This design comes from an exercise in tuning for small area, a short achievable clock period and few clock cycles on the open sky130 flow, not from production work.
At most, simulation tests tie the RTL to the original design; equivalence was not proved.
Function not checked in run 1: the RTL went through the layout flow alone.
No activity file was given, so power comes from the tool's default toggle rates.

**flow/run.sh**
```bash
#!/bin/bash
# Own layout flow: the standard ORFS layout (standard.sh, with the standard
# synthesis unchanged) with two changes in how the layout is made:
#  * the port buffers are buf_2 cells instead of the delay-cell buffers that
#    buffer_ports picks by default (every port still gets its own buffer);
#  * repair_timing aims for 7.5 ns of setup margin at the design's clock,
#    so the layout is optimised beyond the 11 ns the SDC asks for.
# The SDC, clock period and I/O constraints are the design's, untouched.
# make's full output goes to standard.log in the work folder.
set -euo pipefail
export BUFFER_PORTS_ARGS="-buffer_cell sky130_fd_sc_hd__buf_2"
bash standard.sh "BUFFER_PORTS_ARGS=$BUFFER_PORTS_ARGS" SETUP_SLACK_MARGIN=7.5 finish > standard.log 2>&1
```
**standard.sh**
```bash
#!/bin/bash
# synth_recipe.tcl (not shown) runs the flow's synth.tcl, then flattens the netlist and writes it again
# the make line also repeats each setting of config.mk as NAME=value (left out here)
make -C /OpenROAD-flow-scripts/flow DESIGN_CONFIG=/design/flow/config.mk WORK_HOME=/design/flow/orfs CLKGATE_MAP_FILE= SYNTH_SCRIPT=/design/flow/synth_recipe.tcl "${@:-finish}"
```
**config.mk**
```make
export PLATFORM = sky130hd
export DESIGN_NAME = dbrc
export DESIGN_NICKNAME = dbrc
export VERILOG_FILES = /design/flow/design.v
export SDC_FILE = /design/flow/constraint.sdc
export NUM_CORES = 4
export LEC_CHECK = 0
export CAP_MARGIN = 20
export CORE_MARGIN = 2
export CORE_UTILIZATION = 40
export PLACE_DENSITY = 0.6
export SLEW_MARGIN = 20
```
**constraint.sdc**
```tcl
create_clock -name core_clock -period 11.0 [get_ports {clk}]
set_input_delay 2.2000 -clock core_clock [delete_from_list [all_inputs] [get_ports {clk}]]
set_output_delay 2.2000 -clock core_clock [all_outputs]
set_load 0.01 [all_outputs]
```
**design.v**
```verilog
module dbrc (
    input  wire         clk,
    input  wire         rst,
    input  wire         cmd_valid,
    output wire         cmd_ready,
    input  wire [127:0] cmd_data,
    output reg          rsp_valid,
    output wire [135:0] rsp_data,
    output wire         alloc_req,
    output wire [31:0]  alloc_count,
    input  wire         alloc_ack,
    input  wire [31:0]  alloc_addr,
    output wire         mem_req,
    output wire         mem_we,
    output wire [31:0]  mem_addr,
    output wire [31:0]  mem_wdata,
    input  wire         mem_gnt,
    input  wire [31:0]  mem_rdata,
    output wire         fatal
);
    localparam [7:0] OP_INIT     = 8'h01;
    localparam [7:0] OP_DESTROY  = 8'h02;
    localparam [7:0] OP_RASTER   = 8'h10;
    localparam [7:0] OP_PENDFLIP = 8'h20;
    localparam [7:0] OP_FLIPNOW  = 8'h21;
    localparam [7:0] OP_GETBACK  = 8'h30;
    localparam [7:0] OP_MKGFX    = 8'h31;
    localparam [7:0] OP_COPY     = 8'h32;
    localparam [7:0] OP_ISBA     = 8'h40;
    localparam [7:0] OP_SETFG    = 8'h50;
    localparam [7:0] OP_SETBGC   = 8'h51;
    localparam [7:0] OP_BGREF    = 8'h52;
    localparam [7:0] OP_READREG  = 8'h60;
    localparam S_IDLE = 0;
    localparam S_DEC  = 1;
    localparam S_MUL  = 2;
    localparam S_AL   = 3;
    localparam S_RDW  = 4;
    localparam S_RDBG = 5;
    localparam S_WR   = 6;
    localparam S_CPR  = 7;
    localparam S_CPW  = 8;
    localparam S_HALT = 9;
    reg        ready;
    reg [15:0] width_r, height_r, top_line_r;
    reg [31:0] plane_base0, plane_base1;
    reg        active_index, flip_pending;
    reg [31:0] palette0, palette1;
    reg        bg_present;
    reg [31:0] bg_base;
    reg [9:0]  st;
    reg        c_init, c_destroy, c_ras, c_pend, c_flip, c_getback, c_mkgfx,
               c_copy, c_isba, c_setfg, c_setbgc, c_bgref, c_rr, c_illegal;
    reg [3:0]  sub_r;
    reg [31:0] w1_r;             
    reg [31:0] dst_ptr;          
    reg [31:0] src_ptr, bg_ptr;
    reg [31:0] addr_r;           
    reg [31:0] wd_r;             
    reg [32:0] word_r;           
    reg [10:0] wc;               
    reg        al2;              
    reg        mreq_r, mwe_r;
    reg [1:0]  stc;
    reg        k_gb, k_r1;
    wire gnt = mem_gnt;
    wire [7:0]  i_opc  = cmd_data[127:120];
    wire [7:0]  i_sub  = cmd_data[119:112];
    wire        i_rsvz = (cmd_data[111:96] == 16'd0);
    wire        i_w1z  = (cmd_data[95:64] == 32'd0);
    wire        i_w2z  = (cmd_data[63:32] == 32'd0);
    wire        i_w3z  = (cmd_data[31:0] == 32'd0);
    wire        i_w2hz = (cmd_data[63:48] == 16'd0);
    wire        i_s0   = (i_sub == 8'd0);
    wire        i_fmtn = i_rsvz && i_s0 && i_w1z && i_w2z && i_w3z;
    wire i_init    = i_rsvz && (i_opc == OP_INIT) && (i_sub <= 8'd1) && i_w2hz &&
                     (i_sub[0] || i_w3z);
    wire i_destroy = (i_opc == OP_DESTROY) && i_fmtn;
    wire i_ras     = i_rsvz && (i_opc == OP_RASTER) && i_s0 && i_w2hz;
    wire i_pend    = (i_opc == OP_PENDFLIP) && i_fmtn;
    wire i_flip    = (i_opc == OP_FLIPNOW) && i_fmtn;
    wire i_getback = (i_opc == OP_GETBACK) && i_fmtn;
    wire i_mkgfx   = (i_opc == OP_MKGFX) && i_fmtn;
    wire i_copy    = (i_opc == OP_COPY) && i_fmtn;
    wire i_isba    = i_rsvz && (i_opc == OP_ISBA) && (i_sub <= 8'd3) &&
                     i_w1z && i_w2z && i_w3z;
    wire i_setfg   = i_rsvz && (i_opc == OP_SETFG) && i_s0 && i_w2z && i_w3z;
    wire i_setbgc  = i_rsvz && (i_opc == OP_SETBGC) && i_s0 && i_w2z && i_w3z;
    wire i_bgref   = i_rsvz && (i_opc == OP_BGREF) && i_w1z && i_w2z &&
                     ((i_sub == 8'd1) || (i_s0 && i_w3z));
    wire i_rr      = i_rsvz && (i_opc == OP_READREG) && (i_sub <= 8'd9) &&
                     i_w1z && i_w2z && i_w3z;
    wire i_legal   = i_init || i_destroy || i_ras || i_pend || i_flip || i_getback ||
                     i_mkgfx || i_copy || i_isba || i_setfg || i_setbgc || i_bgref || i_rr;
    wire c_rdy = c_destroy || c_ras || c_pend || c_flip || c_getback || c_mkgfx ||
                 c_copy || c_isba || c_setfg || c_setbgc || c_bgref;
    wire not_admitted = (c_init && ready) || (c_rdy && !ready);
    wire is_init = c_init;
    wire is_ras  = c_ras;
    wire is_copy = c_copy;
    wire [31:0] front_base = active_index ? plane_base1 : plane_base0;
    wire [31:0] back_base  = active_index ? plane_base0 : plane_base1;
    function in_window(input [31:0] a);
        in_window = (a[31:20] == 12'h200) || (a[31:20] == 12'h400);
    endfunction
    wire        local_zero = (word_r[16:0] == 17'd0);
    wire        in_range   = !word_r[16] && (word_r[15:0] < height_r);
    wire        flip_step  = is_ras && local_zero && flip_pending;
    wire        act_after  = active_index ^ flip_step;
    wire sel_plane = sub_r[1] ? (active_index ^ sub_r[0]) : sub_r[0];
    wire wpl_nz      = (width_r[15:5] != 11'd0);
    wire wpl_nz_init = (w1_r[15:5] != 11'd0);
    wire back_in_win = in_window(back_base);
    wire d_init  = c_init && !ready;
    wire d_mul   = (d_init && wpl_nz_init) || (c_ras && ready && in_range && wpl_nz);
    wire d_al    = d_init && !wpl_nz_init;
    wire d_copy  = c_copy && ready && wpl_nz && (height_r != 16'd0);
    wire d_halt  = c_mkgfx && ready && !back_in_win;
    wire d_resp  = !(d_mul || d_al || d_copy || d_halt);
    wire d_gb    = (c_getback || (c_mkgfx && back_in_win)) && ready;
    wire d_rr    = c_rr;
    wire d_clear = c_destroy && ready;
    wire s_st  = d_rr && (sub_r == 4'd0);
    wire s_w   = d_rr && (sub_r == 4'd1);
    wire s_h   = d_rr && (sub_r == 4'd2);
    wire s_wpl = d_rr && (sub_r == 4'd3);
    wire s_top = d_rr && (sub_r == 4'd4);
    wire s_b0  = (d_rr && (sub_r == 4'd5)) || (d_gb && active_index);
    wire s_b1  = (d_rr && (sub_r == 4'd6)) || (d_gb && !active_index);
    wire s_p0  = d_rr && (sub_r == 4'd7);
    wire s_p1  = d_rr && (sub_r == 4'd8);
    wire s_bgb = d_rr && (sub_r == 4'd9);
    wire isba_bit = c_isba && ready &&
                    in_window(sel_plane ? plane_base1 : plane_base0);
    wire [31:0] r0_val = ({32{s_b0}}  & plane_base0) |
                         ({32{s_b1}}  & plane_base1) |
                         ({32{s_p0}}  & palette0) |
                         ({32{s_p1}}  & palette1) |
                         ({32{s_bgb}} & bg_base) |
                         {16'd0, ({16{s_w}} & width_r) | ({16{s_h}} & height_r) |
                                 ({16{s_top}} & top_line_r) |
                                 {5'd0, {11{s_wpl}} & width_r[15:5]}} |
                         {28'd0, {4{s_st}} & {bg_present, flip_pending, active_index, ready}} |
                         {31'd0, isba_bit};
    wire mul_end   = (wc[10:1] == 10'd0);
    wire row_end   = (word_r[32:2] == 31'd0);       
    wire last_word = (wc == 11'd1);
    wire last_row  = (bg_ptr[17:2] == 16'hFFFE);    
    wire bg0_rd    = bg_present && !mem_rdata[0];   
    wire bg_next   = bg_present && !word_r[1];      
    wire cp_done   = last_word && last_row;
    reg [9:0] nst;
    always @(*) begin
        nst[S_IDLE] = (st[S_IDLE] && !cmd_valid) ||
                      (st[S_DEC] && d_resp) ||
                      (st[S_AL] && alloc_ack && al2) ||
                      (st[S_WR] && gnt && row_end && last_word) ||
                      (st[S_CPW] && gnt && cp_done);
        nst[S_DEC]  = st[S_IDLE] && cmd_valid;
        nst[S_MUL]  = (st[S_DEC] && d_mul) || (st[S_MUL] && !mul_end);
        nst[S_AL]   = (st[S_DEC] && d_al) || (st[S_MUL] && mul_end && is_init) ||
                      (st[S_AL] && !(alloc_ack && al2));
        nst[S_RDW]  = (st[S_MUL] && mul_end && !is_init) || (st[S_RDW] && !gnt) ||
                      (st[S_WR] && gnt && row_end && !last_word);
        nst[S_RDBG] = (st[S_RDW] && gnt && bg0_rd) || (st[S_RDBG] && !gnt) ||
                      (st[S_WR] && gnt && !row_end && bg_next);
        nst[S_WR]   = (st[S_RDW] && gnt && !bg0_rd) || (st[S_RDBG] && gnt) ||
                      (st[S_WR] && (!gnt || (!row_end && !bg_next)));
        nst[S_CPR]  = (st[S_DEC] && d_copy) || (st[S_CPR] && !gnt) ||
                      (st[S_CPW] && gnt && !cp_done);
        nst[S_CPW]  = (st[S_CPR] && gnt) || (st[S_CPW] && !gnt);
        nst[S_HALT] = (st[S_DEC] && d_halt) || st[S_HALT];
    end
    wire [29:0] src_add = st[S_MUL] ? (wc[0] ? word_r[29:0] : 30'd0) : 30'd1;
    wire [29:0] bg_add  = st[S_MUL] ? {(wc[0] ? word_r[24:0] : 25'd0), 5'd0} : 30'd1;
    wire [29:0] src_sum = src_ptr[31:2] + src_add;
    wire [29:0] bg_sum  = bg_ptr[31:2] + bg_add;
    wire [29:0] dst_inc = dst_ptr[31:2] + 30'd1;
    reg [31:0] src_d, bg_d, dst_d;
    always @(*) begin
        if (st[S_DEC])
            src_d = is_init ? 32'd0 : (act_after ? plane_base1 : plane_base0);
        else if (st[S_MUL] || ((st[S_RDW] || st[S_CPR]) && gnt))
            src_d = {src_sum, src_ptr[1:0]};
        else
            src_d = src_ptr;
        if (st[S_DEC])
            bg_d = is_copy ? {14'd0, ~height_r, 2'd0} : bg_base;
        else if (st[S_MUL] || (st[S_WR] && gnt) || (st[S_CPW] && gnt && last_word))
            bg_d = {bg_sum, bg_ptr[1:0]};
        else
            bg_d = bg_ptr;
        if (st[S_IDLE])
            dst_d = cmd_data[31:0];
        else if (st[S_DEC] && is_copy)
            dst_d = back_base;
        else if ((st[S_WR] || st[S_CPW]) && gnt)
            dst_d = {dst_inc, dst_ptr[1:0]};
        else
            dst_d = dst_ptr;
    end
    assign cmd_ready   = st[S_IDLE];
    assign fatal       = st[S_HALT];
    assign alloc_req   = st[S_AL];
    assign alloc_count = {2'd0, src_ptr[31:2]};
    assign mem_req     = mreq_r;
    assign mem_we      = mwe_r;
    assign mem_addr    = addr_r;
    assign mem_wdata   = wd_r;
    wire [31:0] r1 = {16'd0, width_r[15:5] & {11{k_r1}}, width_r[4:0] & {5{k_gb}}};
    wire [31:0] r3 = {21'd0, width_r[15:5] & {11{k_gb}}};
    assign rsp_data = {6'd0, stc, wd_r, r1, w1_r, r3};
    wire pix_bit = st[S_RDW] ? mem_rdata[0] : word_r[1];
    wire [31:0] pal_pix = pix_bit ? palette1 : palette0;
    always @(posedge clk) begin
        src_ptr <= src_d;
        bg_ptr  <= bg_d;
        dst_ptr <= dst_d;
        addr_r  <= nst[S_RDBG] ? bg_d :
                   (nst[S_WR] || nst[S_CPW]) ? dst_d : src_d;
        if (st[S_IDLE]) begin
            c_init    <= i_init;
            c_destroy <= i_destroy;
            c_ras     <= i_ras;
            c_pend    <= i_pend;
            c_flip    <= i_flip;
            c_getback <= i_getback;
            c_mkgfx   <= i_mkgfx;
            c_copy    <= i_copy;
            c_isba    <= i_isba;
            c_setfg   <= i_setfg;
            c_setbgc  <= i_setbgc;
            c_bgref   <= i_bgref;
            c_rr      <= i_rr;
            c_illegal <= !i_legal;
            sub_r     <= i_sub[3:0];
        end
        if (st[S_IDLE])
            w1_r <= cmd_data[95:64];
        else if (st[S_DEC] && !(c_ras && ready))
            w1_r <= d_gb ? {16'd0, height_r} : 32'd0;
        if (st[S_IDLE])
            word_r <= {16'd0, {1'b0, cmd_data[47:32]} - {1'b0, top_line_r}};
        else if (st[S_DEC] && is_init)
            word_r <= {17'd0, w1_r[31:16]};
        else if (st[S_MUL])
            word_r <= {word_r[31:0], 1'b0};
        else if (st[S_RDW])
            word_r <= {1'b1, mem_rdata};
        else if (st[S_WR] && gnt)
            word_r <= {1'b0, word_r[32:1]};
        if (st[S_DEC])
            wd_r <= r0_val;
        else if (st[S_RDW] || (st[S_WR] && gnt && !row_end))
            wd_r <= pal_pix;
        else if (st[S_RDBG] || st[S_CPR])
            wd_r <= mem_rdata;
        else if ((st[S_WR] || st[S_CPW]) && gnt)
            wd_r <= 32'd0;
        if (st[S_DEC])
            wc <= is_init ? w1_r[15:5] : width_r[15:5];
        else if (st[S_MUL])
            wc <= mul_end ? width_r[15:5] : {1'b0, wc[10:1]};
        else if ((st[S_WR] && gnt && row_end) || (st[S_CPW] && gnt))
            wc <= last_word ? width_r[15:5] : wc - 11'd1;
        if (st[S_DEC])
            al2 <= 1'b0;
        else if (st[S_AL] && alloc_ack)
            al2 <= 1'b1;
        if (st[S_DEC]) begin
            stc  <= c_illegal ? 2'd1 : not_admitted ? 2'd2 : 2'd0;
            k_gb <= d_gb;
            k_r1 <= d_gb || (c_ras && ready && in_range);
        end
    end
    always @(posedge clk) begin
        if (rst) begin
            st        <= 10'd1 << S_IDLE;
            rsp_valid <= 1'b0;
            mreq_r    <= 1'b0;
            mwe_r     <= 1'b0;
        end else begin
            st        <= nst;
            rsp_valid <= !st[S_IDLE] && nst[S_IDLE];
            mreq_r    <= nst[S_RDW] || nst[S_RDBG] || nst[S_WR] || nst[S_CPR] || nst[S_CPW];
            mwe_r     <= nst[S_WR] || nst[S_CPW];
        end
        if (rst || (st[S_DEC] && d_clear)) begin
            ready        <= 1'b0;
            width_r      <= 16'd0;
            height_r     <= 16'd0;
            top_line_r   <= 16'd0;
            plane_base0  <= 32'd0;
            plane_base1  <= 32'd0;
            active_index <= 1'b0;
            flip_pending <= 1'b0;
            palette0     <= 32'd0;
            palette1     <= 32'd0;
            bg_present   <= 1'b0;
            bg_base      <= 32'd0;
        end else begin
            if (st[S_DEC] && d_init) begin
                width_r      <= w1_r[15:0];
                height_r     <= w1_r[31:16];
                top_line_r   <= word_r[15:0];
                palette0     <= 32'h00000000;
                palette1     <= 32'hFFFFFFFF;
                active_index <= 1'b0;
                flip_pending <= 1'b0;
                bg_present   <= sub_r[0];
                bg_base      <= dst_ptr;           
                ready        <= 1'b1;
            end
            if (st[S_DEC] && ready) begin
                if (c_ras && local_zero) begin
                    flip_pending <= 1'b0;
                    active_index <= act_after;
                end
                if (c_pend)   flip_pending <= 1'b1;
                if (c_flip)   active_index <= ~active_index;
                if (c_setfg)  palette1 <= w1_r;
                if (c_setbgc) palette0 <= w1_r;
                if (c_bgref) begin
                    bg_present <= sub_r[0];
                    bg_base    <= dst_ptr;         
                end
            end
            if (st[S_AL] && alloc_ack) begin
                if (al2) plane_base1 <= alloc_addr;
                else     plane_base0 <= alloc_addr;
            end
        end
    end
endmodule
```
==> flow_summary.ini, run 1 <==
[run_status]
outcome = finished clean

[place]
portBuffers = 389
pre_cts_slack_ns = 5.582
place_inst = 4672
hpwl_um = 97650
gp_congestion = 0.9962

[yosys]
syn_area_um2 = 28860
synth_top_area_share_pct = 25.67
yosys_most_used_dff = dfxtp_1
syn_area_per_cell_um2 = 8.039
syn_inst = 3590
ys_ff_latch = 484
synth_compound_area_share_pct = 22.69
synth_edf_count = 114
synthAdderAreaFrac_pct = 3.997
ys_warn_count = 1
synth-simple-area-share_pct = 20.52
synth_top_family_by_area = compound AO/OA/AOI/OAI gates
synth_common_cells = nand2_1 (593), a21oi_1 (414), dfxtp_1 (370)
synth-seq-area-share_pct = 37.53
synth_xor_area_share_pct = 2.489
async_flop_share_pct = 0
yosys.area.top_type = dfxtp_1
synth_mux_area_share_pct = 5.853
synth.most_common_cell = nand2_1
synth_top_cells_by_area = dfxtp_1 (26%), edfxtp_1 (12%), nand2_1 (7.7%)
ys_types = 91

[flow_run]
max_cap_violations = 0

[worst_setup_path]
worstPathArrival_ns = 4.66
critical_path.top_delay_family = simple AND/OR/NAND/NOR gates
cp_num_buf_inv = 1
reg2reg_slack_ns = 7.44
slowest_stage = or4_4
cpPeakStageDelay_ns = 0.53
rr_startpoint = active_index
cp_num_cells = 9
r2r_end = wd_r[19]
worstPathMaxFanout = 4
cp-end-kind = register
required_ns = 11.41
cp_common_cell = or3_4
crit_path_start_kind = input pin
crit_chain = buf_6 > or4_4 > or3_4 > or3_4 > or3_4 > nor4b_4 > nor3b_4 > a2bb2oi_2 > nor3_1
crit_type = in2reg
r2r_cells = 10
critPathLaunch = cmd_data[119]

[pwr]
p_leak_nw = 13.75
vdd_drop_max_v = 0.0001159
power_density_nw_per_um2 = 137.2

[route]
routed_wl_um = 138500
wire_per_inst_um = 28.23
first_iter_violations = 4473
routed-via-count = 30608
vias_per_cell = 6.241
first_pass_iters = 9
ant_nets = 0
drc = 0

[cts]
numCtsBuffers = 55
clockRootBuffer = clkbuf_16
cts_hold_buffers = 0
ctsHtreeMaxLevel = 2
insertion_delay_ns = 0.67
path_clk_slew_ns = 0.07
cts_tree = done
clk_path_buf_depth = 3
clkSinkCount = 484

[timing]
slew_viol_final = 0
tightestPinTransition_ns = 1.128
fmax_ghz = 0.2351
finalCritPeriodShare_pct = 38.66
fin_ws_ns = 6.747
relSlewSlack_pct = 24.79
setup_tns_ns = 0
hold_slack_ns = 0.4572
fin_crit_ns = 4.253
setup-violations-final = 0
skew_ns = 0.03298
final_hold_viol_count = 0
rsz0062_at_grt = yes

[min_path]
hold_depth = 2
holdPathEnd = bg_base[1]
hold_start = dst_ptr[1]
hp-class = reg2reg

[global_routing]
grt_max_degree = 105
grtUsageMet1_pct = 48.36
gr-max-usage-layer = met2
grt_overflow = 0
grt_use_total_pct = 35.03
grt_pass1_vias = 27144
met3_usage_pct = 6.959
grt_first_pass_wirelength_um = 191000
antenna_found_initial = 4
grt_use_met2_pct = 52.97

[layout]
drive_above_1_share_pct = 24.49
finalNonFillerCells = 4904
fin_nets = 4194
area_growth_pct = 24.33

[floorplan]
core_area_um2 = 71490
die_h_um = 272.6
std_cell_rows = 98
io_pins = 435
fp.dieArea_um2 = 74320
start_util_pct = 40.37
die_x_um = 272.6
-- through the flow --
step,power [mW],utilization (%),instance area (um2)
global route,5.040,50.18,35870
global placement,2.770,43.52,31110
CTS,4.857,48.46,34640
floorplan,2.462,-,29340
detailed placement,2.769,43.52,31110
finish,4.922,50.20,35880
-- metal layers --
metal | part of all wire (%) | vias to the layer above | wire (um)
li1 | - | 13485 | -
met1 | 40 | 14762 | 54850
met2 | 43 | 2035 | 59550
met3 | 12 | 322 | 16410
met4 | 5.5 | 4 | 7631
met5 | 0.019 | - | 26
-- state kept, by name (all words and copies together), names as in the netlist, 4 cells and up --
signal and count:
word_r 33, addr_r 32, bg_base 32, bg_ptr 32, dst_ptr 32, palette0 32, palette1 32, plane_base0 32
plane_base1 32, src_ptr 32, w1_r 32, wd_r 32, height_r 16, top_line_r 16, width_r 16, wc 11
st 10, sub_r 4
-- worst register-to-register path, cell delays in order, from the launching register on --
cell       delay [ns]
dfxtp_4          0.51
mux2i_1          0.43
nand4_1          0.18
or3_1            0.54
o21ba_2          0.27
nand2b_4         0.29
inv_4            0.25
o2bb2ai_2        0.15
buf_8            0.28
a221oi_1         0.13
a21oi_1          0.31
-- power breakdown --
part | switching, mW | internal (mW)
sequential | 0.145 | 1.93
combinational | 0.508 | 0.296
clock | 0.847 | 1.20
total | 1.50 | 3.42
-- layout by cell type (no fill, tap or decap), types with 22 or more instances in the layout --
cell | synthesis | final
edfxtp_1 | 114 | 114
buf_6 | 0 | 52
a21oi_2 | 0 | 29
xnor2_1 | 48 | 45
ha_1 | 89 | 65
o31ai_1 | 28 | 22
nor4_1 | 61 | 48
mux2i_1 | 153 | 140
o21ai_0 | 162 | 122
and3_1 | 46 | 34
nor2_1 | 304 | 285
buf_4 | 111 | 125
a211oi_1 | 39 | 28
clkbuf_16 | 0 | 62
a221oi_1 | 45 | 39
o22ai_1 | 50 | 49
nand2_1 | 593 | 582
a21o_1 | 42 | 41
a31oi_1 | 30 | 28
nand3_1 | 70 | 63
buf_2 | 11 | 362
inv_1 | 68 | 66
o21ai_1 | 0 | 25
nand4_1 | 30 | 30
a21oi_1 | 414 | 381
nor3_1 | 53 | 43
a22oi_1 | 44 | 44
o21a_1 | 26 | 25
conb_1 | 1 | 45
xor2_1 | 34 | 34
and2_1 | 55 | 41
dfxtp_1 | 370 | 352
-- worst max-delay path by stage --
stage | end
after floorplan | c_illegal
after global placement | c_illegal
after detailed placement | c_illegal
after CTS | c_illegal
after global routing | c_illegal
final | c_illegal
-- area by class of cell --
class                      count  area (um2)
clock inverter                30       401.6
inverter                      71       281.5
clock buffer                  70        1568
multi-input combinational   2734       17790
antenna                        5       12.51
fill                        6874       35600
timing repair buffer         560        3774
tap                          950        1189
sequential                   484       10870
-- cells by family (layout without fill, tap and decap cells) --
kind of cell,Yosys count,after routing
AND/OR/NAND/NOR,1314,1314
AO/OA/AOI/OAI,1034,1035
flip-flops,484,484
buffers and inverters,417,731
multiplexers,167,167
adder cells (fa/ha/maj),91,91
XOR/XNOR,82,82
other,1,50
-- what timing repair did --
item | 4_1_cts | 5_1_grt
cloned | 3 | 4
buffers inserted | 90 | 30
gates resized for setup | 185 | 190
pin swaps | 45 | 75
endpoints found under the setup margin | 409 | 194
==> inputs of run 2 (changes only) <==
--- a/design.v
+++ b/design.v
@@ -51,5 +51,7 @@
     reg [9:0]  st;
-    reg        c_init, c_destroy, c_ras, c_pend, c_flip, c_getback, c_mkgfx,
-               c_copy, c_isba, c_setfg, c_setbgc, c_bgref, c_rr, c_illegal;
+    reg        o_init, o_destroy, o_ras, o_pend, o_flip, o_getback, o_mkgfx,
+               o_copy, o_isba, o_setfg, o_setbgc, o_bgref, o_rr;
     reg [3:0]  sub_r;
+    reg        w1z_r, w2z_r, w3z_r, w2hz_r;
+    reg [15:0] r1_r;             
     reg [31:0] w1_r;             
@@ -64,32 +66,22 @@
     reg [1:0]  stc;
-    reg        k_gb, k_r1;
     wire gnt = mem_gnt;
-    wire [7:0]  i_opc  = cmd_data[127:120];
-    wire [7:0]  i_sub  = cmd_data[119:112];
-    wire        i_rsvz = (cmd_data[111:96] == 16'd0);
-    wire        i_w1z  = (cmd_data[95:64] == 32'd0);
-    wire        i_w2z  = (cmd_data[63:32] == 32'd0);
-    wire        i_w3z  = (cmd_data[31:0] == 32'd0);
-    wire        i_w2hz = (cmd_data[63:48] == 16'd0);
-    wire        i_s0   = (i_sub == 8'd0);
-    wire        i_fmtn = i_rsvz && i_s0 && i_w1z && i_w2z && i_w3z;
-    wire i_init    = i_rsvz && (i_opc == OP_INIT) && (i_sub <= 8'd1) && i_w2hz &&
-                     (i_sub[0] || i_w3z);
-    wire i_destroy = (i_opc == OP_DESTROY) && i_fmtn;
-    wire i_ras     = i_rsvz && (i_opc == OP_RASTER) && i_s0 && i_w2hz;
-    wire i_pend    = (i_opc == OP_PENDFLIP) && i_fmtn;
-    wire i_flip    = (i_opc == OP_FLIPNOW) && i_fmtn;
-    wire i_getback = (i_opc == OP_GETBACK) && i_fmtn;
-    wire i_mkgfx   = (i_opc == OP_MKGFX) && i_fmtn;
-    wire i_copy    = (i_opc == OP_COPY) && i_fmtn;
-    wire i_isba    = i_rsvz && (i_opc == OP_ISBA) && (i_sub <= 8'd3) &&
-                     i_w1z && i_w2z && i_w3z;
-    wire i_setfg   = i_rsvz && (i_opc == OP_SETFG) && i_s0 && i_w2z && i_w3z;
-    wire i_setbgc  = i_rsvz && (i_opc == OP_SETBGC) && i_s0 && i_w2z && i_w3z;
-    wire i_bgref   = i_rsvz && (i_opc == OP_BGREF) && i_w1z && i_w2z &&
-                     ((i_sub == 8'd1) || (i_s0 && i_w3z));
-    wire i_rr      = i_rsvz && (i_opc == OP_READREG) && (i_sub <= 8'd9) &&
-                     i_w1z && i_w2z && i_w3z;
-    wire i_legal   = i_init || i_destroy || i_ras || i_pend || i_flip || i_getback ||
-                     i_mkgfx || i_copy || i_isba || i_setfg || i_setbgc || i_bgref || i_rr;
+    wire [7:0]  i_opc = cmd_data[127:120];
+    wire        i_ok  = (cmd_data[111:96] == 16'd0) && (cmd_data[119:116] == 4'd0);
+    wire s_z    = (sub_r == 4'd0);
+    wire w123z  = w1z_r && w2z_r && w3z_r;
+    wire c_init    = o_init && (sub_r[3:1] == 3'd0) && w2hz_r && (sub_r[0] || w3z_r);
+    wire c_destroy = o_destroy && s_z && w123z;
+    wire c_ras     = o_ras && s_z && w2hz_r;
+    wire c_pend    = o_pend && s_z && w123z;
+    wire c_flip    = o_flip && s_z && w123z;
+    wire c_getback = o_getback && s_z && w123z;
+    wire c_mkgfx   = o_mkgfx && s_z && w123z;
+    wire c_copy    = o_copy && s_z && w123z;
+    wire c_isba    = o_isba && (sub_r[3:2] == 2'd0) && w123z;
+    wire c_setfg   = o_setfg && s_z && w2z_r && w3z_r;
+    wire c_setbgc  = o_setbgc && s_z && w2z_r && w3z_r;
+    wire c_bgref   = o_bgref && w1z_r && w2z_r && ((sub_r == 4'd1) || (s_z && w3z_r));
+    wire c_rr      = o_rr && (sub_r <= 4'd9) && w123z;
+    wire c_illegal = !(c_init || c_destroy || c_ras || c_pend || c_flip || c_getback ||
+                       c_mkgfx || c_copy || c_isba || c_setfg || c_setbgc || c_bgref || c_rr);
     wire c_rdy = c_destroy || c_ras || c_pend || c_flip || c_getback || c_mkgfx ||
@@ -209,5 +201,3 @@
     assign mem_wdata   = wd_r;
-    wire [31:0] r1 = {16'd0, width_r[15:5] & {11{k_r1}}, width_r[4:0] & {5{k_gb}}};
-    wire [31:0] r3 = {21'd0, width_r[15:5] & {11{k_gb}}};
-    assign rsp_data = {6'd0, stc, wd_r, r1, w1_r, r3};
+    assign rsp_data = {6'd0, stc, wd_r, 16'd0, r1_r, w1_r, 21'd0, wc};
     wire pix_bit = st[S_RDW] ? mem_rdata[0] : word_r[1];
@@ -221,17 +211,20 @@
         if (st[S_IDLE]) begin
-            c_init    <= i_init;
-            c_destroy <= i_destroy;
-            c_ras     <= i_ras;
-            c_pend    <= i_pend;
-            c_flip    <= i_flip;
-            c_getback <= i_getback;
-            c_mkgfx   <= i_mkgfx;
-            c_copy    <= i_copy;
-            c_isba    <= i_isba;
-            c_setfg   <= i_setfg;
-            c_setbgc  <= i_setbgc;
-            c_bgref   <= i_bgref;
-            c_rr      <= i_rr;
-            c_illegal <= !i_legal;
-            sub_r     <= i_sub[3:0];
+            o_init    <= i_ok && (i_opc == OP_INIT);
+            o_destroy <= i_ok && (i_opc == OP_DESTROY);
+            o_ras     <= i_ok && (i_opc == OP_RASTER);
+            o_pend    <= i_ok && (i_opc == OP_PENDFLIP);
+            o_flip    <= i_ok && (i_opc == OP_FLIPNOW);
+            o_getback <= i_ok && (i_opc == OP_GETBACK);
+            o_mkgfx   <= i_ok && (i_opc == OP_MKGFX);
+            o_copy    <= i_ok && (i_opc == OP_COPY);
+            o_isba    <= i_ok && (i_opc == OP_ISBA);
+            o_setfg   <= i_ok && (i_opc == OP_SETFG);
+            o_setbgc  <= i_ok && (i_opc == OP_SETBGC);
+            o_bgref   <= i_ok && (i_opc == OP_BGREF);
+            o_rr      <= i_ok && (i_opc == OP_READREG);
+            sub_r     <= cmd_data[115:112];
+            w1z_r     <= (cmd_data[95:64] == 32'd0);
+            w2z_r     <= (cmd_data[63:32] == 32'd0);
+            w3z_r     <= (cmd_data[31:0] == 32'd0);
+            w2hz_r    <= (cmd_data[63:48] == 16'd0);
         end
@@ -260,7 +253,10 @@
         if (st[S_DEC])
-            wc <= is_init ? w1_r[15:5] : width_r[15:5];
+            wc <= d_init ? w1_r[15:5] :
+                  (d_gb || d_mul || d_copy) ? width_r[15:5] : 11'd0;
         else if (st[S_MUL])
-            wc <= mul_end ? width_r[15:5] : {1'b0, wc[10:1]};
-        else if ((st[S_WR] && gnt && row_end) || (st[S_CPW] && gnt))
-            wc <= last_word ? width_r[15:5] : wc - 11'd1;
+            wc <= !mul_end ? {1'b0, wc[10:1]} : is_init ? 11'd0 : width_r[15:5];
+        else if (st[S_WR] && gnt && row_end)
+            wc <= last_word ? 11'd0 : wc - 11'd1;
+        else if (st[S_CPW] && gnt)
+            wc <= !last_word ? wc - 11'd1 : last_row ? 11'd0 : width_r[15:5];
         if (st[S_DEC])
@@ -271,4 +267,4 @@
             stc  <= c_illegal ? 2'd1 : not_admitted ? 2'd2 : 2'd0;
-            k_gb <= d_gb;
-            k_r1 <= d_gb || (c_ras && ready && in_range);
+            r1_r <= d_gb ? width_r :
+                    (c_ras && ready && in_range) ? {width_r[15:5], 5'd0} : 16'd0;
         end
==> run 2 against run 1 <==
Against the previous run:
- hold slack better by 0.011 ns
- largest power group unchanged
- area after synthesis grew 0.64%
- sequential share of layout area grew 1.9 points
- critical path depth grew 3
- register-to-register slack got worse by 0.05 ns
- sequential cell count increased by 17
- die area rose by 0.62%
- via count decreased by 1.3%
- final area is 1.5% lower
- critical path type unchanged
- clock-buffer cell count increased by 1
- maximum frequency is 9.8% higher
- highest routed layer unchanged
- synthesized cell count is 0.61% lower
==> flow_summary.ini, run 2 <==
[pwr]
clockPowerShare_pct = 43.6
p_leak_nw = 13.43
vdd_drop_max_v = 0.0001052
power_switching_mw = 1.298
p_int_mw = 3.303
combPwrFrac_pct = 12.1
seqPwrFrac_pct = 44.3
power_density_nw_per_um2 = 130.2
p_sw_share_pct = 28.21

[timing]
final_hold_viol_count = 0
finalCritPeriodShare_pct = 35.22
setup-violations-final = 0
rsz0062_at_grt = yes
skew_ns = 0.03316
relSlewSlack_pct = 26.59
hold_slack_ns = 0.4684
fin_crit_ns = 3.874
tightestPinTransition_ns = 1.098
slew_viol_final = 0
setup_tns_ns = 0
fmax_ghz = 0.2581

[place]
gp_congestion = 1.012
portBuffers = 389
hpwl_um = 96080

[layout]
drive_above_1_share_pct = 22.67
fin_nets = 4179
top_register = word_r
area_growth_pct = 21.69
final_cell_mix = nand2_1 (614), a21oi_1 (400), buf_2 (384)
mostFrequentLayoutCell = nand2_1
largest_reg_flops = 33

[global_routing]
grt_max_degree = 120
grt_use_met2_pct = 51.09
gr-max-usage-layer = met2
grt_first_pass_wirelength_um = 188300
met3_usage_pct = 8.333
grt_use_total_pct = 34.37
grtUsageMet1_pct = 46.41
antenna_found_initial = 12
grt_pass1_vias = 27237
grt_overflow = 0

[yosys]
syn_area_um2 = 29040
synth_top_area_share_pct = 25.50
synth_common_cells = nand2_1 (618), a21oi_1 (412), dfxtp_1 (370)
ys_types = 99
async_flop_share_pct = 0
yosys.area.top_type = dfxtp_1
ys_ff_latch = 501
yosys_most_used_dff = dfxtp_1
synth-seq-area-share_pct = 39.05
synth.most_common_cell = nand2_1
synth_top_cells_by_area = dfxtp_1 (26%), edfxtp_1 (14%), nand2_1 (8.0%)
synth_edf_count = 131
syn_area_per_cell_um2 = 8.140
syn_inst = 3568
ys_warn_count = 1

[cts]
clockRootBuffer = clkbuf_16
ctsHtreeMaxLevel = 2
numCtsBuffers = 56
cts_tree = done
cts_hold_buffers = 0
clkSinkCount = 501
clk_path_buf_depth = 3
insertion_delay_ns = 0.65
path_clk_slew_ns = 0.06

[worst_setup_path]
worstPathMaxFanout = 3
worstPathArrival_ns = 4.34
r2r_end = addr_r[29]
reg2reg_slack_ns = 7.39
rr_startpoint = word_r[7]
crit_end = word_r[15]
required_ns = 11.47
crit_path_start_kind = input pin
crit_type = in2reg
critPathLaunch = cmd_data[33]
r2r_cells = 12
cp-end-kind = register

[floorplan]
core_area_um2 = 71730
die_x_um = 273.5
fp.dieArea_um2 = 74780
start_util_pct = 40.49
std_cell_rows = 98
io_pins = 435
die_h_um = 273.5

[min_path]
hp-class = reg2reg
hold_depth = 2

[route]
routed-via-count = 30197
routed_wl_um = 135400
ant_nets = 0
first_iter_violations = 4763
wire_per_inst_um = 27.66
first_pass_iters = 10
vias_per_cell = 6.169
drc = 0

[flow_run]
max_cap_violations = 0

[run_status]
outcome = finished clean
run 2: cell count changes after synthesis, moves of 21 or more:
cell / before / now
a31oi_1: 30 / 51
mux2i_1: 153 / 114
nand2_1: 593 / 618
nor2_1: 304 / 271
nor3_1: 53 / 100
o21ai_0: 162 / 132
o22ai_1: 50 / 25
run 2: power by group through the flow:
stage | clock network [mW] | logic [mW] | registers (mW)
2_1_floorplan | 0 | 0.248 | 2.06
3_3_place_gp | 0 | 0.405 | 2.12
3_5_place_dp | 0 | 0.407 | 2.12
4_1_cts | 2.00 | 0.497 | 2.04
5_1_grt | 2.08 | 0.584 | 2.04
6_report | 2.01 | 0.556 | 2.04
run 2: timing repair:
action	in CTS	in global routing
pin swaps	27	46
gates cloned	2	2
gates resized for setup	90	129
endpoints found under the setup margin	420	199
setup buffers	83	41
run 2: worst min-delay path by stage:
| stage | start | endpoint | slack, ns |
|---|---|---|---|
| detailed placement | src_ptr[0] | src_ptr[0] | 0.45 |
| floorplan | src_ptr[0] | src_ptr[0] | 0.43 |
| finish | dst_ptr[0] | bg_base[0] | 0.47 |
| CTS | src_ptr[1] | src_ptr[1] | 0.47 |
| global route | src_ptr[1] | src_ptr[1] | 0.49 |
| global placement | dst_ptr[0] | bg_base[0] | 0.44 |
run 2: cell families after synthesis:
kind of cell / Yosys count / synth area share (%)
adder cells (fa/ha/maj): 91 / 3.972
AO/OA/AOI/OAI: 976 / 21.26
other: 1 / 0.01291
XOR/XNOR: 88 / 2.680
AND/OR/NAND/NOR: 1370 / 21.51
buffers and inverters: 409 / 6.901
multiplexers: 132 / 4.627
flip-flops: 501 / 39.05
run 2: worst max-delay path, stage by stage:
cell,delay (ns)
buf_8,0.10
ha_4,0.20
nor2b_4,0.12
o21ai_2,0.11
nand2b_1,0.09
a21o_1,0.23
a31o_4,0.27
a211oi_4,0.29
nor3_2,0.09
a2111oi_4,0.36
nor2_1,0.09
a311oi_2,0.19
run 2: layer usage:
metal	up-vias	wire (um)	part of all wire [%]
li1	13389	-	-
met1	14477	54050	40
met2	1955	57690	43
met3	368	15860	12
met4	8	7734	5.7
met5	-	45	0.033
run 2: area by class of cell:
type | instances | area [um2]
clock inverters | 35 | 352.8
clock buffers | 71 | 1551
inverters | 69 | 274.0
diodes | 6 | 15.01
multi-input cells | 2703 | 16970
well taps | 950 | 1189
fillers | 6984 | 36390
repair buffers | 560 | 3627
flip-flops and latches | 501 | 11360
run 2: per-stage QoR:
step	area (um2)	util [%]	total power, mW	std cells	setup slack (ns)
final	35340	49.27	4.601	4895	7.126
after floorplan	29510	-	2.311	3612	6.711
after detailed placement	31330	43.67	2.528	4655	5.865
after CTS	34320	47.84	4.541	4846	7.124
after global routing	35330	49.25	4.701	4889	7.039
after global placement	31330	43.67	2.530	4655	5.897
Testbench counts of run 2, summed over its fixed seeds: cycles 251,090.
==> inputs of run 3 (changes only) <==
--- a/design.v
+++ b/design.v
@@ -56,3 +56,8 @@
     reg [15:0] r1_r;             
+    reg [10:0] r3_r;             
+    reg        k_gb, k_rin;      
+    reg [16:0] tph_r;            
     reg [31:0] w1_r;             
+    reg [31:0] r2_r;             
+    reg        k_rok;            
     reg [31:0] dst_ptr;          
@@ -64,2 +69,3 @@
     reg        al2;              
+    reg        addm;             
     reg        mreq_r, mwe_r;
@@ -89,5 +95,5 @@
     wire not_admitted = (c_init && ready) || (c_rdy && !ready);
-    wire is_init = c_init;
-    wire is_ras  = c_ras;
-    wire is_copy = c_copy;
+    wire is_init = o_init;
+    wire is_ras  = o_ras;
+    wire is_copy = o_copy;
     wire [31:0] front_base = active_index ? plane_base1 : plane_base0;
@@ -97,4 +103,6 @@
     endfunction
-    wire        local_zero = (word_r[16:0] == 17'd0);
-    wire        in_range   = !word_r[16] && (word_r[15:0] < height_r);
+    wire [15:0] line       = word_r[15:0];
+    wire        local_zero = (line == top_line_r);
+    wire        in_range   = (line >= top_line_r) && ({1'b0, line} < tph_r);
+    wire [15:0] local_l    = line - top_line_r;
     wire        flip_step  = is_ras && local_zero && flip_pending;
@@ -142,3 +150,5 @@
     wire bg_next   = bg_present && !word_r[1];      
+    wire bg_cur    = bg_present && !word_r[0];      
     wire cp_done   = last_word && last_row;
+    wire row_done  = st[S_WR] ? (row_end && last_word) : cp_done;
     reg [9:0] nst;
@@ -157,12 +167,12 @@
         nst[S_RDBG] = (st[S_RDW] && gnt && bg0_rd) || (st[S_RDBG] && !gnt) ||
-                      (st[S_WR] && gnt && !row_end && bg_next);
+                      (st[S_WR] && (gnt ? (!row_end && bg_next) : bg_cur));
         nst[S_WR]   = (st[S_RDW] && gnt && !bg0_rd) || (st[S_RDBG] && gnt) ||
-                      (st[S_WR] && (!gnt || (!row_end && !bg_next)));
+                      (st[S_WR] && (gnt ? (!row_end && !bg_next) : !bg_cur));
         nst[S_CPR]  = (st[S_DEC] && d_copy) || (st[S_CPR] && !gnt) ||
-                      (st[S_CPW] && gnt && !cp_done);
-        nst[S_CPW]  = (st[S_CPR] && gnt) || (st[S_CPW] && !gnt);
+                      (st[S_CPW] && !(gnt && cp_done));
+        nst[S_CPW]  = st[S_CPR] && gnt;
         nst[S_HALT] = (st[S_DEC] && d_halt) || st[S_HALT];
     end
-    wire [29:0] src_add = st[S_MUL] ? (wc[0] ? word_r[29:0] : 30'd0) : 30'd1;
-    wire [29:0] bg_add  = st[S_MUL] ? {(wc[0] ? word_r[24:0] : 25'd0), 5'd0} : 30'd1;
+    wire [29:0] src_add = addm ? word_r[29:0] : 30'd1;
+    wire [29:0] bg_add  = addm ? {word_r[24:0], 5'd0} : 30'd1;
     wire [29:0] src_sum = src_ptr[31:2] + src_add;
@@ -174,3 +184,3 @@
             src_d = is_init ? 32'd0 : (act_after ? plane_base1 : plane_base0);
-        else if (st[S_MUL] || ((st[S_RDW] || st[S_CPR]) && gnt))
+        else if (addm || ((st[S_RDW] || st[S_CPW]) && gnt))
             src_d = {src_sum, src_ptr[1:0]};
@@ -180,3 +190,3 @@
             bg_d = is_copy ? {14'd0, ~height_r, 2'd0} : bg_base;
-        else if (st[S_MUL] || (st[S_WR] && gnt) || (st[S_CPW] && gnt && last_word))
+        else if (addm || (st[S_WR] && gnt) || (st[S_CPW] && gnt && last_word))
             bg_d = {bg_sum, bg_ptr[1:0]};
@@ -196,3 +206,3 @@
     assign alloc_req   = st[S_AL];
-    assign alloc_count = {2'd0, src_ptr[31:2]};
+    assign alloc_count = {2'd0, addr_r[31:2]};      
     assign mem_req     = mreq_r;
@@ -201,4 +211,4 @@
     assign mem_wdata   = wd_r;
-    assign rsp_data = {6'd0, stc, wd_r, 16'd0, r1_r, w1_r, 21'd0, wc};
-    wire pix_bit = st[S_RDW] ? mem_rdata[0] : word_r[1];
+    assign rsp_data = {6'd0, stc, wd_r, 16'd0, r1_r, r2_r, 21'd0, r3_r};
+    wire pix_bit = st[S_RDW] ? mem_rdata[0] : gnt ? word_r[1] : word_r[0];
     wire [31:0] pal_pix = pix_bit ? palette1 : palette0;
@@ -232,8 +242,6 @@
             w1_r <= cmd_data[95:64];
-        else if (st[S_DEC] && !(c_ras && ready))
-            w1_r <= d_gb ? {16'd0, height_r} : 32'd0;
         if (st[S_IDLE])
-            word_r <= {16'd0, {1'b0, cmd_data[47:32]} - {1'b0, top_line_r}};
-        else if (st[S_DEC] && is_init)
-            word_r <= {17'd0, w1_r[31:16]};
+            word_r[15:0] <= cmd_data[47:32];
+        else if (st[S_DEC])
+            word_r <= {17'd0, is_init ? w1_r[31:16] : local_l};
         else if (st[S_MUL])
@@ -246,17 +254,15 @@
             wd_r <= r0_val;
-        else if (st[S_RDW] || (st[S_WR] && gnt && !row_end))
-            wd_r <= pal_pix;
         else if (st[S_RDBG] || st[S_CPR])
             wd_r <= mem_rdata;
-        else if ((st[S_WR] || st[S_CPW]) && gnt)
+        else if (st[S_AL] || ((st[S_WR] || st[S_CPW]) && gnt && row_done))
             wd_r <= 32'd0;
+        else
+            wd_r <= pal_pix;
         if (st[S_DEC])
-            wc <= d_init ? w1_r[15:5] :
-                  (d_gb || d_mul || d_copy) ? width_r[15:5] : 11'd0;
+            wc <= is_init ? w1_r[15:5] : width_r[15:5];
         else if (st[S_MUL])
-            wc <= !mul_end ? {1'b0, wc[10:1]} : is_init ? 11'd0 : width_r[15:5];
-        else if (st[S_WR] && gnt && row_end)
-            wc <= last_word ? 11'd0 : wc - 11'd1;
-        else if (st[S_CPW] && gnt)
-            wc <= !last_word ? wc - 11'd1 : last_row ? 11'd0 : width_r[15:5];
+            wc <= mul_end ? width_r[15:5] : {1'b0, wc[10:1]};
+        else if ((st[S_WR] && gnt && row_end) || (st[S_CPW] && gnt))
+            wc <= last_word ? width_r[15:5] : wc - 11'd1;
+        addm <= nst[S_MUL] && (st[S_DEC] ? (is_init ? w1_r[5] : width_r[5]) : wc[1]);
         if (st[S_DEC])
@@ -266,6 +272,14 @@
         if (st[S_DEC]) begin
-            stc  <= c_illegal ? 2'd1 : not_admitted ? 2'd2 : 2'd0;
-            r1_r <= d_gb ? width_r :
-                    (c_ras && ready && in_range) ? {width_r[15:5], 5'd0} : 16'd0;
+            k_rok <= c_ras && ready;
+            k_gb  <= d_gb;
+            k_rin <= c_ras && ready && in_range;
         end
+        tph_r <= {1'b0, top_line_r} + {1'b0, height_r};
+        stc  <= !st[S_DEC] ? 2'd0 : c_illegal ? 2'd1 : not_admitted ? 2'd2 : 2'd0;
+        r1_r <= {width_r[15:5] & {11{st[S_DEC] ? (d_gb || (c_ras && ready && in_range)) :
+                                                 (k_gb || k_rin)}},
+                 width_r[4:0] & {5{st[S_DEC] ? d_gb : k_gb}}};
+        r3_r <= width_r[15:5] & {11{st[S_DEC] ? d_gb : k_gb}};
+        r2_r <= (st[S_DEC] ? (c_ras && ready) : k_rok) ? w1_r :
+                {16'd0, height_r & {16{st[S_DEC] ? d_gb : k_gb}}};
     end
--- a/flow/run.sh
+++ b/flow/run.sh
@@ -5,3 +5,3 @@
 #    buffer_ports picks by default (every port still gets its own buffer);
-#  * repair_timing aims for 7.5 ns of setup margin at the design's clock,
+#  * repair_timing aims for 7.7 ns of setup margin at the design's clock,
 #    so the layout is optimised beyond the 11 ns the SDC asks for.
@@ -11,2 +11,2 @@
 export BUFFER_PORTS_ARGS="-buffer_cell sky130_fd_sc_hd__buf_2"
-bash standard.sh "BUFFER_PORTS_ARGS=$BUFFER_PORTS_ARGS" SETUP_SLACK_MARGIN=7.5 finish > standard.log 2>&1
+bash standard.sh "BUFFER_PORTS_ARGS=$BUFFER_PORTS_ARGS" SETUP_SLACK_MARGIN=7.7 finish > standard.log 2>&1
--- a/config.mk
+++ b/config.mk
@@ -9,4 +9,4 @@
 export CORE_MARGIN = 2
-export CORE_UTILIZATION = 40
-export PLACE_DENSITY = 0.6
+export CORE_UTILIZATION = 55
+export PLACE_DENSITY = 0.7
 export SLEW_MARGIN = 20
==> run 3 against run 2 <==
Against the previous run:
- worst setup slack better by 0.20 ns
- global-route usage is 9.3 points higher
- die area fell by 23%
- routed wire length fell by 2.1%
- register-to-register slack better by 0.07 ns
- critical path depth decreased by 11
- final cell count is 2.9% lower
- utilization up 20 points
- critical path type is now reg2out
- largest power group unchanged
- highest routed layer unchanged
==> flow_summary.ini, run 3 <==
[yosys]
synth.most_common_cell = nand2_1
synth_edf_count = 98
ys_types = 100
synth_top_cells_by_area = dfxtp_1 (31%), edfxtp_1 (9.6%), nand2_1 (7.5%)
ys_ff_latch = 565
synth_top_area_share_pct = 30.63
syn_area_per_cell_um2 = 8.389
syn_area_um2 = 30520
synth_common_cells = nand2_1 (607), dfxtp_1 (467), a21oi_1 (336)
yosys_most_used_dff = dfxtp_1
async_flop_share_pct = 0
ys_warn_count = 1
yosys.area.top_type = dfxtp_1
syn_inst = 3638
synth-seq-area-share_pct = 40.28

[timing]
rsz0062_at_grt = yes
fin_crit_ns = 3.672
setup_tns_ns = 0
hold_slack_ns = 0.4699
fmax_ghz = 0.2723
finalCritPeriodShare_pct = 33.38
skew_ns = 0.04029
final_hold_viol_count = 0
tightestPinTransition_ns = 1.141
setup-violations-final = 0
relSlewSlack_pct = 23.78
slew_viol_final = 0

[floorplan]
std_cell_rows = 86
fp.dieArea_um2 = 57390
die_x_um = 239.6
core_area_um2 = 54990
die_h_um = 239.6
start_util_pct = 55.50
io_pins = 435

[global_routing]
grt_first_pass_wirelength_um = 184600
grt_max_degree = 99
antenna_found_initial = 11
grt_use_total_pct = 43.66
grt_pass1_vias = 28018
grt_overflow = 0

[worst_setup_path]
rr_startpoint = addm
crit_chain = buf_2
required_ns = 8.80
crit_path_start_kind = register
worstPathArrival_ns = 1.47
reg2reg_slack_ns = 7.46
r2r_cells = 13
r2r_end = addr_r[28]
crit_type = reg2out
critPathLaunch = st[0]
critical_path.top_delay_family = flip-flops
cpPeakStageDelay_ns = 0.55
worstPathMaxFanout = 19
cp_num_buf_inv = 1
slowest_stage = dfxtp_4
cp-end-kind = output port

[layout]
final_util_pct = 69.56
final_cell_mix = nand2_1 (600), dfxtp_1 (358), a21oi_1 (321)
design_area_um2 = 38250
fin_nets = 4258
mostFrequentLayoutCell = nand2_1
seqCellArea_um2 = 12490
largest_reg_flops = 33
drive_above_1_share_pct = 26.11
top_register = word_r
area_growth_pct = 25.32
multiInputGateArea_um2 = 18140
fill_cells = 4416

[pwr]
vdd_drop_max_v = 0.0002098
finalPower_mw = 4.975
power_density_nw_per_um2 = 130.1
p_leak_nw = 14.62

[route]
wire_per_inst_um = 27.88
vias_per_cell = 6.617
routed-via-count = 31452
drc = 0
first_iter_violations = 5295
ant_nets = 0
first_pass_iters = 9
routed_wl_um = 132500

[min_path]
holdPathEnd = bg_base[30]
hp-class = reg2reg
hold_depth = 2
hold_start = dst_ptr[30]

[cts]
insertion_delay_ns = 0.67
numCtsBuffers = 59
path_clk_slew_ns = 0.07
clockRootBuffer = clkbuf_16
ctsHtreeMaxLevel = 2
clkSinkCount = 565
clk_path_buf_depth = 3
cts_hold_buffers = 0
cts_tree = done

[place]
gp_congestion = 0.9939
placedInstanceArea_um2 = 32820
hpwl_um = 91600
portBuffers = 389

[flow_run]
max_cap_violations = 0

[run_status]
outcome = finished clean
==> run 3: what timing repair did <==
action,in CTS,in global routing
buffers inserted,48,49
cloned,4,10
endpoints found under the setup margin,515,395
resized for setup,344,189
pin swaps,22,58
==> run 3: cells by family after synthesis <==
group / Yosys count / share of synthesized area [%]
simple gates: 1327 / 19.67
buf+inv: 407 / 6.420
flops: 565 / 40.28
other cells: 1 / 0.01229
xor+xnor: 108 / 3.099
compound gates: 948 / 20.15
mux: 174 / 5.879
fa+ha+maj: 108 / 4.501
==> run 3: layer usage <==
layer / routed length [um] / up-vias / GRT usage (%)
li1: - / 13583 / -
met1: 50060 / 14885 / 59.26
met2: 54190 / 2482 / 60.66
met3: 19460 / 490 / 14.18
met4: 8657 / 12 / 24.68
met5: 125 / - / 0
==> run 3: final cells by class <==
type | instances | area share [%]
multi-input combinational | 2716 | 47.44
sequential | 565 | 32.65
timing repair buffer | 535 | 11.40
clock buffer | 87 | 4.531
tap | 748 | 2.447
inverter | 76 | 0.7982
clock inverter | 19 | 0.6935
antenna | 7 | 0.04580
==> run 3: how the worst max path moves through the flow <==
stage / to / slack (ns) / cells after the start
CTS: addr_r[31] / 7.33 / 10
global placement: addr_r[28] / 6.06 / 11
finish: cmd_ready / 7.33 / 1
floorplan: addr_r[31] / 6.73 / 10
detailed placement: addr_r[28] / 6.01 / 11
global route: addr_r[31] / 7.25 / 10
==> run 3: through the flow <==
stage / std cells / worst slack (ns)
2_1_floorplan: 3682 / 6.732
3_3_place_gp: 4529 / 6.064
3_5_place_dp: 4529 / 6.007
6_report: 4753 / 7.328
4_1_cts: 4687 / 7.328
5_1_grt: 4746 / 7.248
==> run 3: power by group <==
group / internal (mW) / switching (mW)
Clock: 1.19 / 0.911
Combinational: 0.245 / 0.348
Sequential: 2.17 / 0.113
Testbench counts of run 3, summed over its fixed seeds: cycles 251,090.
==> inputs of run 4 (changes only) <==
--- a/flow/run.sh
+++ b/flow/run.sh
@@ -5,3 +5,3 @@
 #    buffer_ports picks by default (every port still gets its own buffer);
-#  * repair_timing aims for 7.7 ns of setup margin at the design's clock,
+#  * repair_timing aims for 7.2 ns of setup margin at the design's clock,
 #    so the layout is optimised beyond the 11 ns the SDC asks for.
@@ -11,2 +11,2 @@
 export BUFFER_PORTS_ARGS="-buffer_cell sky130_fd_sc_hd__buf_2"
-bash standard.sh "BUFFER_PORTS_ARGS=$BUFFER_PORTS_ARGS" SETUP_SLACK_MARGIN=7.7 finish > standard.log 2>&1
+bash standard.sh "BUFFER_PORTS_ARGS=$BUFFER_PORTS_ARGS" SETUP_SLACK_MARGIN=7.2 finish > standard.log 2>&1
--- a/config.mk
+++ b/config.mk
@@ -9,4 +9,4 @@
 export CORE_MARGIN = 2
-export CORE_UTILIZATION = 55
-export PLACE_DENSITY = 0.7
+export CORE_UTILIZATION = 40
+export PLACE_DENSITY = 0.6
 export SLEW_MARGIN = 20
==> run 4 against run 3 <==
Against the previous run:
- still clean
- combinational power shrank 16%
- non-clock buffer count is 73 lower
- register-to-register slack worse by 0.26 ns
- hold slack improved by 0.0018 ns
- sequential share of layout area increased by 2.4 points
- via count down 5.5%
- clock skew shrank 0.021 ns
- first-iteration DRC count is 25% lower
- die area rose by 37%
- synthesized cell count unchanged
- worst setup slack worse by 0.13 ns
- highest routed layer unchanged
==> flow_summary.ini, run 4 <==
[floorplan]
start_util_pct = 40.32
io_pins = 435
die_h_um = 280.2
std_cell_rows = 101
core_area_um2 = 75700
fp.dieArea_um2 = 78520
die_x_um = 280.2

[global_routing]
grt_first_pass_wirelength_um = 186900
grt_overflow = 0
antenna_found_initial = 8
grt_pass1_vias = 27133
grt_max_degree = 130
grt_use_total_pct = 32.32

[layout]
finalNonFillerCells = 4907
largest_reg_flops = 33
top_register = word_r
fin_nets = 4181
area_growth_pct = 15.15
mostFrequentLayoutCell = nand2_1
final_cell_mix = nand2_1 (606), dfxtp_1 (462), buf_2 (388)
drive_above_1_share_pct = 17.65

[worst_setup_path]
crit_chain = ha_1 > nand4_1 > nor4_2 > buf_4 > nand3_1 > xor2_4 > buf_12 > mux2i_1 > o22ai_1 > mux2i_1 > o21ai_0
cp_num_buf_inv = 2
worstPathArrival_ns = 4.30
slowest_stage = edfxtp_1
crit_type = reg2reg
cpPeakStageDelay_ns = 0.60
cp-end-kind = register
rr_startpoint = word_r[7]
r2r_end = addr_r[7]
reg2reg_slack_ns = 7.20
critical_path.top_delay_family = multiplexers
crit_path_start_kind = register
cp_common_cell = mux2i_1
required_ns = 11.50
worstPathMaxFanout = 33
r2r_cells = 11

[cts]
numCtsBuffers = 61
cts_tree = done
clkSinkCount = 565
clockRootBuffer = clkbuf_16
cts_hold_buffers = 0
path_clk_slew_ns = 0.06
ctsHtreeMaxLevel = 2
insertion_delay_ns = 0.65
clk_path_buf_depth = 3

[place]
portBuffers = 389
gp_congestion = 0.9709
hpwl_um = 97230
pre_cts_slack_ns = 6.185
place_inst = 4764

[yosys]
synth_common_cells = nand2_1 (607), dfxtp_1 (467), a21oi_1 (336)
syn_area_um2 = 30520
ys_types = 100
yosys_most_used_dff = dfxtp_1
yosys.area.top_type = dfxtp_1
syn_area_per_cell_um2 = 8.389
syn_inst = 3638
ys_ff_latch = 565
synth-seq-area-share_pct = 40.28
async_flop_share_pct = 0
synth_top_cells_by_area = dfxtp_1 (31%), edfxtp_1 (9.6%), nand2_1 (7.5%)
ys_warn_count = 1
synth.most_common_cell = nand2_1
synth_top_area_share_pct = 30.63
synth_edf_count = 98

[timing]
relSlewSlack_pct = 24.98
fin_ws_ns = 7.202
rsz0062_at_grt = yes
fmax_ghz = 0.2633
tightestPinTransition_ns = 1.121
finalCritPeriodShare_pct = 34.53
setup-violations-final = 0
slew_viol_final = 0
final_hold_viol_count = 0
setup_tns_ns = 0
skew_ns = 0.01973
fin_crit_ns = 3.798

[pwr]
vdd_drop_max_v = 0.0001105
power_density_nw_per_um2 = 139.1
finalPower_mw = 4.887
p_leak_nw = 13.66

[route]
first_pass_iters = 7
ant_nets = 0
routed_wl_um = 132500
routed-via-count = 29718
wire_per_inst_um = 26.99
first_iter_violations = 3954
vias_per_cell = 6.056
drc = 0

[min_path]
hold_depth = 2
hold_start = dst_ptr[1]
holdPathEnd = bg_base[1]
hp-class = reg2reg

[flow_run]
max_cap_violations = 0

[run_status]
outcome = finished clean
==> run 4: cells by family after synthesis <==
logic type               share of synthesized area (%)
adder cells (fa/ha/maj)                          4.501
AO/OA/AOI/OAI                                    20.15
flip-flops                                       40.28
AND/OR/NAND/NOR                                  19.67
buffers and inverters                            6.420
multiplexers                                     5.879
XOR/XNOR                                         3.099
other                                          0.01229
==> run 4: how the worst max path moves through the flow <==
stage / slack (ns) / to / startpoint / cells past startpoint
detailed placement: 6.18 / addr_r[28] / mem_gnt / 11
CTS: 7.11 / addr_r[28] / mem_gnt / 11
global route: 7.17 / r1_r[14] / word_r[0] / 13
finish: 7.20 / addr_r[7] / word_r[7] / 11
global placement: 6.21 / addr_r[28] / mem_gnt / 11
floorplan: 6.73 / addr_r[31] / mem_gnt / 10
==> run 4: layer usage <==
layer | global-route usage, % | part of all wire [%] | vias to the layer above
met1 | 45.36 | 41 | 14270
met5 | 0 | 0.029 | -
met2 | 47.74 | 42 | 1788
li1 | - | - | 13394
met3 | 6.229 | 11 | 260
met4 | 14.80 | 5.2 | 6
==> run 4: worst register-to-register path: stages (launching register included) <==
cell      delay (ns)
edfxtp_1        0.60
ha_1            0.49
nand4_1         0.15
nor4_2          0.32
buf_4           0.24
nand3_1         0.18
xor2_4          0.19
buf_12          0.27
mux2i_1         0.63
o22ai_1         0.19
mux2i_1         0.24
o21ai_0         0.14
==> run 4: stage by stage <==
stage	instance area [um2]	hold slack (ns)	utilization (%)
after floorplan	30700	0.4318	-
after global placement	32690	0.4634	43.19
after detailed placement	32690	0.4619	43.19
after CTS	34810	0.4726	45.98
after global routing	35140	0.4922	46.42
final	35140	0.4716	46.43
==> run 4: final cells by class <==
cell class                 count  area, um2
antenna                        3      7.507
clock buffer                  81       1702
clock inverter                32      304.0
fill                        7461      40550
inverter                      76      289.0
multi-input combinational   2710      16750
sequential                   565      12300
tap                          978       1224
timing repair buffer         462       2566
==> run 4: power by group <==
part	leakage (nW)	total, mW	internal (mW)	switching [mW]
clock network	0.985	2.10	1.18	0.913
logic	7.89	0.500	0.186	0.315
registers	4.78	2.29	2.17	0.118
total	13.7	4.89	3.54	1.35
==> run 4: repair_timing <==
item / in CTS / in global routing
setup buffers: 9 / 18
gates cloned: 0 / 0
endpoints found under the setup margin: 32 / 204
pin swaps: 0 / 3
resized for setup: 12 / 37
==> inputs of run 5 (changes only) <==
--- a/flow/run.sh
+++ b/flow/run.sh
@@ -5,3 +5,3 @@
 #    buffer_ports picks by default (every port still gets its own buffer);
-#  * repair_timing aims for 7.2 ns of setup margin at the design's clock,
+#  * repair_timing aims for 7.5 ns of setup margin at the design's clock,
 #    so the layout is optimised beyond the 11 ns the SDC asks for.
@@ -11,2 +11,2 @@
 export BUFFER_PORTS_ARGS="-buffer_cell sky130_fd_sc_hd__buf_2"
-bash standard.sh "BUFFER_PORTS_ARGS=$BUFFER_PORTS_ARGS" SETUP_SLACK_MARGIN=7.2 finish > standard.log 2>&1
+bash standard.sh "BUFFER_PORTS_ARGS=$BUFFER_PORTS_ARGS" SETUP_SLACK_MARGIN=7.5 finish > standard.log 2>&1
==> run 5 against run 4 <==
Against the previous run:
- still clean
- via count is 2.3% higher
- global-route usage rose by 0.46 points
- first-iteration DRC count rose by 12%
- utilization grew 1.5 points
- largest power group unchanged
==> flow_summary.ini, run 5 <==
[min_path]
hold_depth = 2
holdPathEnd = bg_base[0]
hp-class = reg2reg
hold_start = dst_ptr[0]

[run_status]
outcome = finished clean

[layout]
area_growth_pct = 18.78
finalNonFillerCells = 4951
top_register = word_r
drive_above_1_share_pct = 20.45
largest_reg_flops = 33
final_util_pct = 47.89
fin_nets = 4226
final_cell_mix = nand2_1 (602), dfxtp_1 (449), buf_2 (387)
mostFrequentLayoutCell = nand2_1

[timing]
skew_ns = 0.01781
finalCritPeriodShare_pct = 33.73
fmax_ghz = 0.2695
rsz0062_at_grt = yes
slew_viol_final = 0
tightestPinTransition_ns = 1.113
setup-violations-final = 0
relSlewSlack_pct = 25.50
fin_crit_ns = 3.710
hold_slack_ns = 0.4754
setup_tns_ns = 0
final_hold_viol_count = 0

[yosys]
ys_types = 100
syn_inst = 3638
synth-seq-area-share_pct = 40.28
synth_edf_count = 98
ys_ff_latch = 565
syn_area_per_cell_um2 = 8.389
ys_warn_count = 1
async_flop_share_pct = 0
yosys.area.top_type = dfxtp_1
synth_top_area_share_pct = 30.63
synth.most_common_cell = nand2_1
synth_top_cells_by_area = dfxtp_1 (31%), edfxtp_1 (9.6%), nand2_1 (7.5%)
syn_area_um2 = 30520
yosys_most_used_dff = dfxtp_1
synth_common_cells = nand2_1 (607), dfxtp_1 (467), a21oi_1 (336)

[worst_setup_path]
cp-end-kind = register
crit_path_start_kind = input pin
cpPeakStageDelay_ns = 0.43
worstPathArrival_ns = 4.25
cp_num_buf_inv = 1
slowest_stage = or4_4
required_ns = 11.54
reg2reg_slack_ns = 7.36
r2r_cells = 12
crit_type = in2reg
rr_startpoint = word_r[21]
critical_path.top_delay_family = simple AND/OR/NAND/NOR gates
worstPathMaxFanout = 5
r2r_end = addr_r[31]
crit_chain = buf_12 > o21a_4 > and4_4 > or3b_4 > or4_4 > xnor2_1 > o21ai_1 > o21ai_2 > and2b_1 > a211o_1

[cts]
clkSinkCount = 565
cts_hold_buffers = 0
ctsHtreeMaxLevel = 2
cts_tree = done
numCtsBuffers = 61
clockRootBuffer = clkbuf_16
path_clk_slew_ns = 0.07
insertion_delay_ns = 0.66
clk_path_buf_depth = 3

[place]
portBuffers = 389
gp_congestion = 0.9803
place_inst = 4761
hpwl_um = 98110

[floorplan]
core_area_um2 = 75700
io_pins = 435
std_cell_rows = 101
die_x_um = 280.2
start_util_pct = 40.32
fp.dieArea_um2 = 78520
die_h_um = 280.2

[flow_run]
max_cap_violations = 0

[pwr]
power_density_nw_per_um2 = 138.6
p_leak_nw = 14.19
vdd_drop_max_v = 0.0001295

[route]
routed_wl_um = 136900
routed-via-count = 30392
first_iter_violations = 4431
wire_per_inst_um = 27.64
ant_nets = 0
drc = 0
vias_per_cell = 6.139
first_pass_iters = 6

[global_routing]
grt_overflow = 0
grt_max_degree = 94
gr-max-usage-layer = met2
grt_use_total_pct = 32.78
antenna_found_initial = 10
grt_use_met2_pct = 48.67
grt_pass1_vias = 26969
grt_first_pass_wirelength_um = 188600
grtUsageMet1_pct = 45.74
met3_usage_pct = 6.787
## run 5: cell counts after synthesis
No cell type changed its count.
## run 5: final cells by class
type	count	area, um2
diodes	2	5.005
clock buffers	93	1809
clock inverters	20	282.8
fillers	7372	39440
inverters	76	294.0
multi-input cells	2716	17340
flip-flops and latches	565	12330
well taps	978	1224
repair buffers	501	2973
## run 5: what timing repair did
action / 4_1_cts / 5_1_grt
endpoints found under the hold margin: 0 / 0
pin swaps: 6 / 15
resized for setup: 64 / 53
cloned: 2 / 8
setup endpoints to repair: 293 / 167
setup buffers: 49 / 16
## run 5: layer usage
layer / vias to the layer above / share of wire (%)
met5: - / 0.093
met1: 14550 / 41
met3: 348 / 11
li1: 13508 / -
met2: 1980 / 43
met4: 6 / 5.3
## run 5: power by group
group          internal [mW]  leakage (nW)  total [mW]  switching, mW
clock network           1.27          1.02        2.19          0.916
registers               2.17          4.79        2.27          0.101
logic                  0.212          8.38       0.562          0.350
## run 5: worst max path at each step
stage	start	end	slack (ns)	depth (start not counted)
floorplan	mem_gnt	addr_r[31]	6.73	10
global placement	rst	palette1[7]	5.90	5
detailed placement	rst	palette1[7]	5.87	5
CTS	mem_gnt	addr_r[31]	7.31	10
global route	mem_gnt	addr_r[31]	7.25	10
finish	mem_gnt	addr_r[31]	7.29	10
## run 5: logic make-up (layout without fill, tap and decap cells)
logic type / after synthesis / count (layout) / synth area share (%)
xor gates and xnor gates: 108 / 108 / 3.099
DFF: 565 / 565 / 40.28
muxes: 174 / 174 / 5.879
other: 1 / 47 / 0.01229
and+or+nand+nor: 1327 / 1329 / 19.67
AOI/OAI and AO/OA: 948 / 952 / 20.15
buffers and inverters: 407 / 690 / 6.420
adders and majority gates: 108 / 108 / 4.501
## run 5: worst min-delay path, stage by stage, from the launching register on
cell and delay, ns:
dfxtp_1 0.31, nand2_1 0.06, a21oi_1 0.06
## run 5: metrics by stage
stage | power, mW | area [um2] | setup WS [ns]
floorplan | 2.583 | 31140 | 6.732
global placement | 2.797 | 33020 | 5.896
detailed placement | 2.796 | 33020 | 5.873
CTS | 4.992 | 35770 | 7.310
global route | 5.139 | 36250 | 7.245
finish | 5.025 | 36250 | 7.290

what the ideal ports hide:
Ports are ideal in the flow. The routed layouts listed here were re-timed in OpenROAD. Step 1 sets driving cells, clkbuf_16 on the clock port and buf_2 on the other inputs (assumed; they add their load-dependent delay and slew). Step 2, shift: input delay + t, output delay - t, t = (earliest + latest rising clock arrival at the registers) / 2. This alone moves slack from input paths to output paths. Slacks: no drivers / after step 1 / after step 2; pairs: no drivers / after step 1.
run	t, ns	setup slack, ns
run 1	0.716	6.747 / 6.783 / 6.066
run 2	0.700	7.126 / 7.156 / 6.457
run 3	0.720	7.328 / 7.261 / 6.544
run 4	0.710	7.202 / 7.139 / 6.428
run 5	0.718	7.290 / 7.242 / 6.524
After both steps every run listed still meets setup and hold.
